Source: an optimization exercise on an open RTL-to-GDS flow (aim: small area, a short achievable clock period and few clock cycles per item). Production flows keep margins and buffers that such runs may drop.
Function was checked by simulation only, so behaviour that the tests miss may differ from the original.

File: design/flow/config.mk
export PLATFORM = sky130hd
export DESIGN_NAME = vorgen
export DESIGN_NICKNAME = vorgen
export VERILOG_FILES = /design/flow/design.v
export SDC_FILE = /design/flow/constraint.sdc
export NUM_CORES = 4
export LEC_CHECK = 0
export CAP_MARGIN = 20
export CORE_MARGIN = 2
export CORE_UTILIZATION = 40
export SLEW_MARGIN = 20
File: design/flow/constraint.sdc
create_clock -name core_clock -period 14.0 [get_ports {clk}]
set_input_delay 2.8000 -clock core_clock [delete_from_list [all_inputs] [get_ports {clk}]]
set_output_delay 2.8000 -clock core_clock [all_outputs]
set_load 0.01 [all_outputs]
File: design/flow/design.v
module vorgen (
    input  wire        clk,
    input  wire        rst,
    input  wire        node_we,
    input  wire [5:0]  node_idx,
    input  wire [9:0]  node_dx,
    input  wire [8:0]  node_dy,
    input  wire [2:0]  node_dp,
    input  wire        node_dc,
    input  wire [2:0]  node_da,
    input  wire        start,
    input  wire [9:0]  start_x,
    input  wire [8:0]  start_y,
    input  wire [17:0] start_len,
    output wire        idle,
    output wire        out_valid,
    input  wire        out_ready,
    output wire [7:0]  out_byte
);
    localparam N = 40;
    localparam WIDTH = 800;
    localparam S_IDLE  = 3'd0;
    localparam S_RUN   = 3'd1;    
    localparam S_SCAN  = 3'd2;    
    localparam S_EMIT  = 3'd3;    
    localparam S_DRAIN = 3'd4;    
    reg [9:0]  tx [0:N-1];
    reg [8:0]  ty [0:N-1];
    reg [2:0]  tp [0:N-1];
    reg [2:0]  tq [0:N-1];
    always @(posedge clk) begin
        if (node_we && idle && node_idx < N) begin
            tx[node_idx] <= node_dx;
            ty[node_idx] <= node_dy;
            tp[node_idx] <= node_dp + 3'd1;
            tq[node_idx] <= node_dc ? node_da + 3'd1 : node_dp + 3'd1;
        end
    end
    reg [2:0]  state;
    reg        valid;        
    reg [9:0]  xe;           
    reg [8:0]  yc;
    reg [17:0] remaining;
    reg        init;         
    reg [N-1:0] scan_set;    
    assign idle = (state == S_IDLE);
    reg [20:0] dtab [0:N-1];
    reg        pv_ok [0:1];
    reg [5:0]  pv_i  [0:1];
    reg [20:0] pv_v  [0:1];
    reg [9:0]  pv_x  [0:1];
    reg [8:0]  pv_y  [0:1];
    reg [2:0]  pv_p  [0:1];
    reg [2:0]  pv_q  [0:1];
    reg        w_ok  [0:1];
    reg [5:0]  w_i   [0:1];
    reg [20:0] w_v   [0:1];
    reg [9:0]  w_x   [0:1];
    reg [8:0]  w_y   [0:1];
    reg [2:0]  w_p   [0:1];
    reg [2:0]  w_q   [0:1];
    reg [20:0] m_v;
    reg [5:0]  m_i;
    function automatic lexlt(input [20:0] a, input [5:0] ia, input [20:0] b, input [5:0] ib);
        begin
            lexlt = (a[20] ^ b[20]) ^ ({a[19:0], ia} < {b[19:0], ib});
        end
    endfunction
    reg [N-1:0] beats;
    integer j;
    always @(*) begin
        for (j = 0; j < N; j = j + 1)
            beats[j] = lexlt(dtab[j], j[5:0], m_v, m_i)
                       && (j[5:0] != pv_i[0]) && (j[5:0] != pv_i[1]);
    end
    wire any_beat = |beats;
    reg [2:0]  credit;
    wire       space = (credit < 3'd4);
    wire run_step  = (state == S_RUN)  && space && !any_beat;
    wire emit_step = (state == S_EMIT) && space;
    wire step      = run_step || emit_step;
    wire [N-1:0] low = scan_set & (~scan_set + 1'b1);
    reg  [5:0]  a_idx;
    reg  [9:0]  a_x;
    reg  [8:0]  a_y;
    reg  [2:0]  a_p, a_q;
    reg  [20:0] a_d;
    always @(*) begin
        a_idx = 6'd0; a_x = 10'd0; a_y = 9'd0; a_p = 3'd0; a_q = 3'd0; a_d = 21'd0;
        for (j = 0; j < N; j = j + 1) begin
            a_idx = a_idx | ({6{low[j]}} & j[5:0]);
            a_x   = a_x   | ({10{low[j]}} & tx[j]);
            a_y   = a_y   | ({9{low[j]}}  & ty[j]);
            a_p   = a_p   | ({3{low[j]}}  & tp[j]);
            a_q   = a_q   | ({3{low[j]}}  & tq[j]);
            a_d   = a_d   | ({21{low[j]}} & dtab[j]);
        end
    end
    wire scan_go = (state == S_SCAN) && (scan_set != {N{1'b0}});
    reg        f_ok;
    reg [5:0]  f_idx;
    reg [9:0]  f_x;
    reg [8:0]  f_y;
    reg [2:0]  f_p, f_q;
    reg [20:0] f_d;
    wire signed [11:0] l_dx = $signed({2'b0, f_x}) - $signed({2'b0, xe}) - 12'sd1;
    wire signed [10:0] l_dy = $signed({2'b0, f_y}) - $signed({2'b0, yc});
    wire [9:0]  l_ax = l_dx[11] ? -l_dx[9:0] : l_dx[9:0];
    wire [8:0]  l_ay = l_dy[10] ? -l_dy[8:0] : l_dy[8:0];
    wire [19:0] l_d  = l_ax * l_ax + l_ay * l_ay;
    reg        g_ok;
    reg [5:0]  g_idx;
    reg [9:0]  g_x;
    reg [8:0]  g_y;
    reg [2:0]  g_p, g_q;
    reg [20:0] g_d;
    wire        c_ok  = init ? g_ok  : f_ok;
    wire [5:0]  c_idx = init ? g_idx : f_idx;
    wire [9:0]  c_x   = init ? g_x   : f_x;
    wire [8:0]  c_y   = init ? g_y   : f_y;
    wire [2:0]  c_p   = init ? g_p   : f_p;
    wire [2:0]  c_q   = init ? g_q   : f_q;
    wire [20:0] c_v2  = init ? g_d   : f_d;
    wire [20:0] c_v1  = c_v2 + {10'd0, c_x, 1'b0};
    wire p_ju  = !pv_ok[0] || lexlt(c_v2, c_idx, pv_v[0], pv_i[0]);
    wire p_jw  = !pv_ok[1] || lexlt(c_v2, c_idx, pv_v[1], pv_i[1]);
    wire p_uw  = !pv_ok[1] || (pv_ok[0] && lexlt(pv_v[0], pv_i[0], pv_v[1], pv_i[1]));
    wire p_ins = c_ok && (p_ju || p_jw);
    wire p_slot = p_uw ? 1'b1 : 1'b0;    
    wire w_ju  = !w_ok[0] || lexlt(c_v1, c_idx, w_v[0], w_i[0]);
    wire w_jw  = !w_ok[1] || lexlt(c_v1, c_idx, w_v[1], w_i[1]);
    wire w_uw  = !w_ok[1] || (w_ok[0] && lexlt(w_v[0], w_i[0], w_v[1], w_i[1]));
    wire w_ins = c_ok && (w_ju || w_jw);
    wire w_slot = w_uw ? 1'b1 : 1'b0;
    wire scan_busy = scan_set != {N{1'b0}} || f_ok || g_ok;
    wire [20:0] ps_v0 = pv_v[0] - {9'd0, pv_x[0], 2'b0};
    wire [20:0] ps_v1 = pv_v[1] - {9'd0, pv_x[1], 2'b0};
    wire        ps_01 = lexlt(ps_v0, pv_i[0], ps_v1, pv_i[1]);
    wire [20:0] pw_v0 = pv_v[0] - {10'd0, pv_x[0], 1'b0};
    wire [20:0] pw_v1 = pv_v[1] - {10'd0, pv_x[1], 1'b0};
    wire [9:0]  xe_n = xe + 10'd2;
    wire        wrap = (xe_n == WIDTH);
    integer k;
    always @(posedge clk) begin
        for (k = 0; k < N; k = k + 1) begin
            if (init && g_ok && g_idx == k)
                dtab[k] <= g_d;
            else if (step)
                dtab[k] <= dtab[k] - {9'd0, tx[k], 2'b0};
        end
        f_ok  <= scan_go;
        f_idx <= a_idx; f_x <= a_x; f_y <= a_y; f_p <= a_p; f_q <= a_q; f_d <= a_d;
        g_ok  <= init && f_ok;
        g_idx <= f_idx; g_x <= f_x; g_y <= f_y; g_p <= f_p; g_q <= f_q;
        g_d   <= {1'b0, l_d};
        if (scan_go)
            scan_set <= scan_set & ~low;
        if (step) begin
            for (k = 0; k < 2; k = k + 1) begin
                w_ok[k] <= pv_ok[k]; w_i[k] <= pv_i[k]; w_x[k] <= pv_x[k];
                w_y[k]  <= pv_y[k];  w_p[k] <= pv_p[k]; w_q[k] <= pv_q[k];
            end
            w_v[0]  <= pw_v0;
            w_v[1]  <= pw_v1;
            pv_v[0] <= ps_v0;
            pv_v[1] <= ps_v1;
            m_v     <= ps_01 ? ps_v1 : ps_v0;
            m_i     <= ps_01 ? pv_i[1] : pv_i[0];
        end else begin
            if (p_ins) begin
                pv_ok[p_slot] <= 1'b1; pv_i[p_slot] <= c_idx; pv_v[p_slot] <= c_v2;
                pv_x[p_slot]  <= c_x;  pv_y[p_slot] <= c_y;
                pv_p[p_slot]  <= c_p;  pv_q[p_slot] <= c_q;
            end
            if (w_ins) begin
                w_ok[w_slot] <= 1'b1; w_i[w_slot] <= c_idx; w_v[w_slot] <= c_v1;
                w_x[w_slot]  <= c_x;  w_y[w_slot] <= c_y;
                w_p[w_slot]  <= c_p;  w_q[w_slot] <= c_q;
            end
        end
        if (rst) begin
            state  <= S_IDLE;
            valid  <= 1'b0;
            f_ok   <= 1'b0;
            g_ok   <= 1'b0;
            scan_set <= {N{1'b0}};
            init   <= 1'b0;
        end else begin
            if (node_we && idle)
                valid <= 1'b0;
            case (state)
                S_IDLE: begin
                    if (start) begin
                        remaining <= start_len;
                        if (valid && start_x == xe && start_y == yc) begin
                            state <= S_RUN;
                        end else begin
                            xe       <= start_x;
                            yc       <= start_y;
                            init     <= 1'b1;
                            scan_set <= {N{1'b1}};
                            pv_ok[0] <= 1'b0; pv_ok[1] <= 1'b0;
                            w_ok[0]  <= 1'b0; w_ok[1]  <= 1'b0;
                            state    <= S_SCAN;
                        end
                    end
                end
                S_RUN: begin
                    if (any_beat) begin
                        init     <= 1'b0;
                        scan_set <= beats;
                        state    <= S_SCAN;
                    end
                end
                S_SCAN: begin
                    if (!scan_busy)
                        state <= S_EMIT;
                end
                default: ;
            endcase
            if (step) begin
                remaining <= remaining - 18'd1;
                valid     <= 1'b1;
                if (wrap) begin
                    xe <= 10'd0;
                    yc <= yc + 9'd1;
                end else begin
                    xe <= xe_n;
                end
                if (remaining == 18'd1) begin
                    state <= S_DRAIN;
                    if (wrap) valid <= 1'b0;
                end else if (wrap) begin
                    init     <= 1'b1;
                    scan_set <= {N{1'b1}};
                    pv_ok[0] <= 1'b0; pv_ok[1] <= 1'b0;
                    w_ok[0]  <= 1'b0; w_ok[1]  <= 1'b0;
                    state    <= S_SCAN;
                end else begin
                    state <= S_RUN;
                end
            end
            if (state == S_DRAIN && (credit == 3'd0 || (credit == 3'd1 && out_valid && out_ready)))
                state <= S_IDLE;
        end
    end
    wire [20:0] e1_d  = w_v[0] - w_v[1];
    wire        e1_0  = e1_d[20] | ((e1_d == 21'd0) & (w_i[0] < w_i[1]));
    wire [20:0] e1_t  = e1_d[20] ? -e1_d : e1_d;
    wire [2:0]  e1_c  = e1_0 ? (yc[0] ? w_q[0] : w_p[0]) : (yc[0] ? w_q[1] : w_p[1]);
    wire [10:0] e1_ex = {1'b0, w_x[0]} - {1'b0, w_x[1]};
    wire [9:0]  e1_ey = {1'b0, w_y[0]} - {1'b0, w_y[1]};
    wire [20:0] e2_d  = pv_v[0] - pv_v[1];
    wire        e2_0  = e2_d[20] | ((e2_d == 21'd0) & (pv_i[0] < pv_i[1]));
    wire [20:0] e2_t  = e2_d[20] ? -e2_d : e2_d;
    wire [2:0]  e2_c  = e2_0 ? (yc[0] ? pv_p[0] : pv_q[0]) : (yc[0] ? pv_p[1] : pv_q[1]);
    wire [10:0] e2_ex = {1'b0, pv_x[0]} - {1'b0, pv_x[1]};
    wire [9:0]  e2_ey = {1'b0, pv_y[0]} - {1'b0, pv_y[1]};
    reg        s1_ok;
    reg [10:0] s1_t1, s1_t2;
    reg        s1_b1, s1_b2;     
    reg [2:0]  s1_c1, s1_c2;
    reg [9:0]  s1_x1, s1_x2;
    reg [8:0]  s1_y1, s1_y2;
    reg        s2_ok;
    reg [21:0] s2_tt1, s2_tt2;
    reg [19:0] s2_dd1, s2_dd2;
    reg        s2_b1, s2_b2;
    reg [2:0]  s2_c1, s2_c2;
    always @(posedge clk) begin
        s1_ok <= step;
        s1_t1 <= e1_t[10:0];
        s1_b1 <= |e1_t[19:11];
        s1_c1 <= e1_c;
        s1_x1 <= e1_ex[10] ? -e1_ex[9:0] : e1_ex[9:0];
        s1_y1 <= e1_ey[9]  ? -e1_ey[8:0] : e1_ey[8:0];
        s1_t2 <= e2_t[10:0];
        s1_b2 <= |e2_t[19:11];
        s1_c2 <= e2_c;
        s1_x2 <= e2_ex[10] ? -e2_ex[9:0] : e2_ex[9:0];
        s1_y2 <= e2_ey[9]  ? -e2_ey[8:0] : e2_ey[8:0];
        s2_ok  <= s1_ok;
        s2_tt1 <= s1_t1 * s1_t1;
        s2_dd1 <= s1_x1 * s1_x1 + s1_y1 * s1_y1;
        s2_b1  <= s1_b1;
        s2_c1  <= s1_c1;
        s2_tt2 <= s1_t2 * s1_t2;
        s2_dd2 <= s1_x2 * s1_x2 + s1_y2 * s1_y2;
        s2_b2  <= s1_b2;
        s2_c2  <= s1_c2;
        if (rst) begin
            s1_ok <= 1'b0;
            s2_ok <= 1'b0;
        end
    end
    wire        blk1 = !s2_b1 && (s2_tt1 < {s2_dd1, 2'b00});
    wire        blk2 = !s2_b2 && (s2_tt2 < {s2_dd2, 2'b00});
    wire [7:0]  s2_byte = {1'b0, blk1 ? 3'd0 : s2_c1, 1'b0, blk2 ? 3'd0 : s2_c2};
    reg [7:0]  fifo [0:3];
    reg [1:0]  rd_p, wr_p;
    reg [2:0]  count;
    wire       pop = out_valid && out_ready;
    assign out_valid = (count != 3'd0);
    assign out_byte  = fifo[rd_p];
    always @(posedge clk) begin
        if (s2_ok)
            fifo[wr_p] <= s2_byte;
        if (rst) begin
            rd_p   <= 2'd0;
            wr_p   <= 2'd0;
            count  <= 3'd0;
            credit <= 3'd0;
        end else begin
            if (s2_ok) wr_p <= wr_p + 2'd1;
            if (pop)   rd_p <= rd_p + 2'd1;
            count  <= count + {2'b0, s2_ok} - {2'b0, pop};
            credit <= credit + {2'b0, step} - {2'b0, pop};
        end
    end
endmodule
File: design/flow/run.sh
#!/bin/bash
# synth_recipe.tcl (not shown) runs the flow's synth.tcl, then flattens the netlist and writes it again
# the make line also repeats each setting of config.mk as NAME=value (left out here)
make -C /OpenROAD-flow-scripts/flow DESIGN_CONFIG=/design/flow/config.mk WORK_HOME=/design/flow/orfs CLKGATE_MAP_FILE= SYNTH_SCRIPT=/design/flow/synth_recipe.tcl finish
==> results.txt <==
- Final WS setup: 3390 ps
- Commonest non-fill, non-tap cell in the layout: edfxtp_1
- Hold Startpoint: s1_c1[1]
- Status: finished clean
- Max Cap Viol: 0
- Syn Inst Count: 17,000
- IO buf count: 81
- Post-synth design cell area: 0.171 mm²
- DRC: 0
- Worst skew pair latency: 990 ps
- Register bit total from synthesis: 2,460
- Die ar.: 0.432 mm²
- Netlist cell types: 97
- DR vias/cell: 5.86
- CP max-delay cell: xor2_1
- Vias after detailed routing: 134,000
- Worst setup path category: reg2reg
- Ranking of synthesized cells by area: edfxtp_1, ha_1, fa_1
- RSZ-0062 raised after global routing: no
- Initial detailed-routing violation count: 15,000
- Final setup viols: 0
- Max-slew headroom: 7.72%
- # rows: 239
- Clk root buf: clkbuf_16
- Setup TNS: 0 ps
- Post-placement setup slack: 3390 ps
- EDFF count, synth: 2,096
- Final Cell Area: 0.188 mm²
- Synth top area share: 36.9%
- # clock sinks: 2,460
- Largest area contributor in the netlist: edfxtp_1
- Layout cell share with drive strength beyond 1: 6.30%
- Pin count of the biggest net entering global routing: 74
- Async set-or-reset flop fraction in the synthesized netlist: 0%
- Most frequent cells in the layout: edfxtp_1, ha_1, nand2_1
- Slew @ Worst Pin: 1380 ps
- Vias in the first global route: 128,000
- I/O pin total: 84
- Layout area overhead: 10.4%
- Worst hold stages: 0
- Crit-path max cell delay: 670 ps
- R2r setup slk: 3390 ps
- All-Layer GR Usage: 28.0%
- Worst Reg-to-Reg Cells: 36
- Predominant post-synthesis flop cell: edfxtp_1
- Die Y: 657 µm
- Syn. warnings: 2
- Clock Path Buffers: 4
- Min Hold Slack: 325 ps
- Sequential area share after synthesis: 41.1%
- Slew Viols, Final: 0
- Final WL: 622 mm
- Hold Vio Cnt, Final: 0
- Nets@finish: 19,500
- CTS tree: built
- Total CTS buffers: 300
- Crit path launch type: flop
- H-tree Lvls: 5
- Final worst-path cycle share: 75.8%
- Post-layout min period: 10,610 ps
- Critical Path End Type: flop
- Endpoint, Worst Hold: s2_c1[1]
- CP Data Required Time: 14,770 ps
- GPL Wtd Cong: 0.985
- HPWL after detailed placement: 462 mm
- Max Fclk: 94.2 MHz
- Post-DRT Antenna Nets: 0
- FF-to-FF End: g_d[18]
- Reg2reg start: xe[1]
- Area of the core: 0.424 mm²
- Drt wl/cell: 27.1 µm
- Initial antenna violation count: 45
- Worst hold path type: reg2reg
- Worst Skew: 128 ps
- Grt total ovfl: 0
- Setup repair bufs after CTS: 0
- Die X: 657 µm
- Post-cts repair resize count: 0
- Syn_area_per_cell: 10.0 µm²
- Hold-fix buffer count after cts: 0
- CP max FO: 8
- Clock Pin Slew Worst Setup and Hold Paths: 60 ps
- Global-route wire length before repair: 892 mm
- Arrival @ worst endpoint: 11,380 ps
- Post-DP Area: 0.179 mm²
- Top delay family on crit path: adder cells
- Worst path bufs/invs: 6
- TritonRoute pass-1 iters: 7
- Effective utilization at floorplan: 40.2%
[cells in the mapped netlist, types with 37 or more instances]
cell type,number
inv_1,1802
nand2b_1,89
nand2_1,1825
nand4_1,205
o22ai_1,37
o31ai_1,293
buf_2,39
a221oi_1,156
xor2_1,278
nor2b_1,186
nand3_1,280
or2_2,43
dfxtp_1,364
edfxtp_1,2096
and3_1,101
a31oi_1,80
o21ai_0,1017
nor2_1,1172
a21oi_1,685
buf_1,78
nor3_1,222
a21o_1,227
a21boi_0,276
nor4_1,98
a22o_1,43
mux2i_1,123
xnor2_1,521
o21a_1,107
clkbuf_1,515
fa_1,518
or4_1,76
o211ai_1,62
a222oi_1,116
ha_1,1829
or3_1,128
and2_1,208
a22oi_1,398
or3b_2,40
mux2_2,96
a211oi_1,110
[flip-flops by register name (all words and copies together) (netlist names), 20 cells and up, named ones only]
name	count
scan_set	40
pv_v	42
s2_dd1	20
dtab	840
s2_tt1	20
f_d	21
w_v	42
fifo	24
s2_dd2	20
tp	120
tx	400
s2_tt2	20
g_d	20
pv_x	20
tq	120
ty	360
w_x	20
m_v	21
[per-layer routing]
metal,vias to the layer above,GRT usage (%),share of wire (%)
li1,61300,-,-
met1,65400,35.7,39
met2,6220,44.5,45
met3,1524,4.83,9.0
met4,22,16.9,7.1
met5,-,0,0.024
[area by class of cell]
type / count / area, µm²
fillers: 40000 / 236000
multi-input cells: 12100 / 91800
flip-flops and latches: 2460 / 70300
clock buffers: 395 / 8270
well taps: 5663 / 7090
inverters: 1816 / 6830
repair buffers: 358 / 3000
clock inverters: 135 / 1230
diodes: 12 / 30.0
[through the flow]
step | std cells | util, %
3_3_place_gp | 22400 | 42.1
6_report | 22900 | 44.4
5_1_grt | 22900 | 44.4
2_1_floorplan | 17000 | -
4_1_cts | 22900 | 44.4
3_5_place_dp | 22400 | 42.1
[worst max-delay path by stage]
| stage | end | from | cells after the start |
|---|---|---|---|
| 2_1_floorplan | g_d[18] | xe[0] | 36 |
| 3_3_place_gp | g_d[18] | xe[1] | 36 |
| 3_5_place_dp | g_d[18] | xe[1] | 36 |
| 4_1_cts | g_d[18] | xe[1] | 36 |
| 5_1_grt | g_d[18] | xe[0] | 36 |
| 6_report | g_d[18] | xe[1] | 36 |
[logic make-up (layout without fill, tap and decap cells)]
group                    count (synthesis)  in the layout  synth area share, %
AO/OA/AOI/OAI                         3896           3896                 15.1
XOR/XNOR                               799            799                 4.10
adder cells (fa/ha/maj)               2347           2347                 19.5
buffers and inverters                 2451           2704                 5.43
flip-flops                            2460           2460                 41.1
multiplexers                           263            263                 1.70
other                                    1             14              0.00220
AND/OR/NAND/NOR                       4791           4791                 13.1
Testbench counts, summed over its fixed seeds: cycles 27,782, bytes 19,660.

==> re-timing with driven ports <==
The flow's constraints put no driver on any port. The routed layout listed below was extracted and timed again, unchanged, in two steps.
Step 1 (the two cells are an assumption about what drives the block):
set clk [get_ports {clk}]
set_driving_cell -lib_cell sky130_fd_sc_hd__clkbuf_16 $clk
set_driving_cell -lib_cell sky130_fd_sc_hd__buf_2 [delete_from_list [all_inputs] $clk]
Step 2 also shifts input and output timing later by t, the mid clock arrival at the registers, as if the neighbouring blocks saw the same clock.
a / b / c = ideal / step 1 / step 2; a / b = the first two.
t, ns: 1.046
slack for setup (ns): 3.386 / 3.386 / 3.386
worst register clock-pin slew, ns: 0.07 / 0.07
After both steps this run still meets setup and hold. For this run, drivers alone change the setup slack by 0.000 ns; drivers and shift together by 0.000 ns.
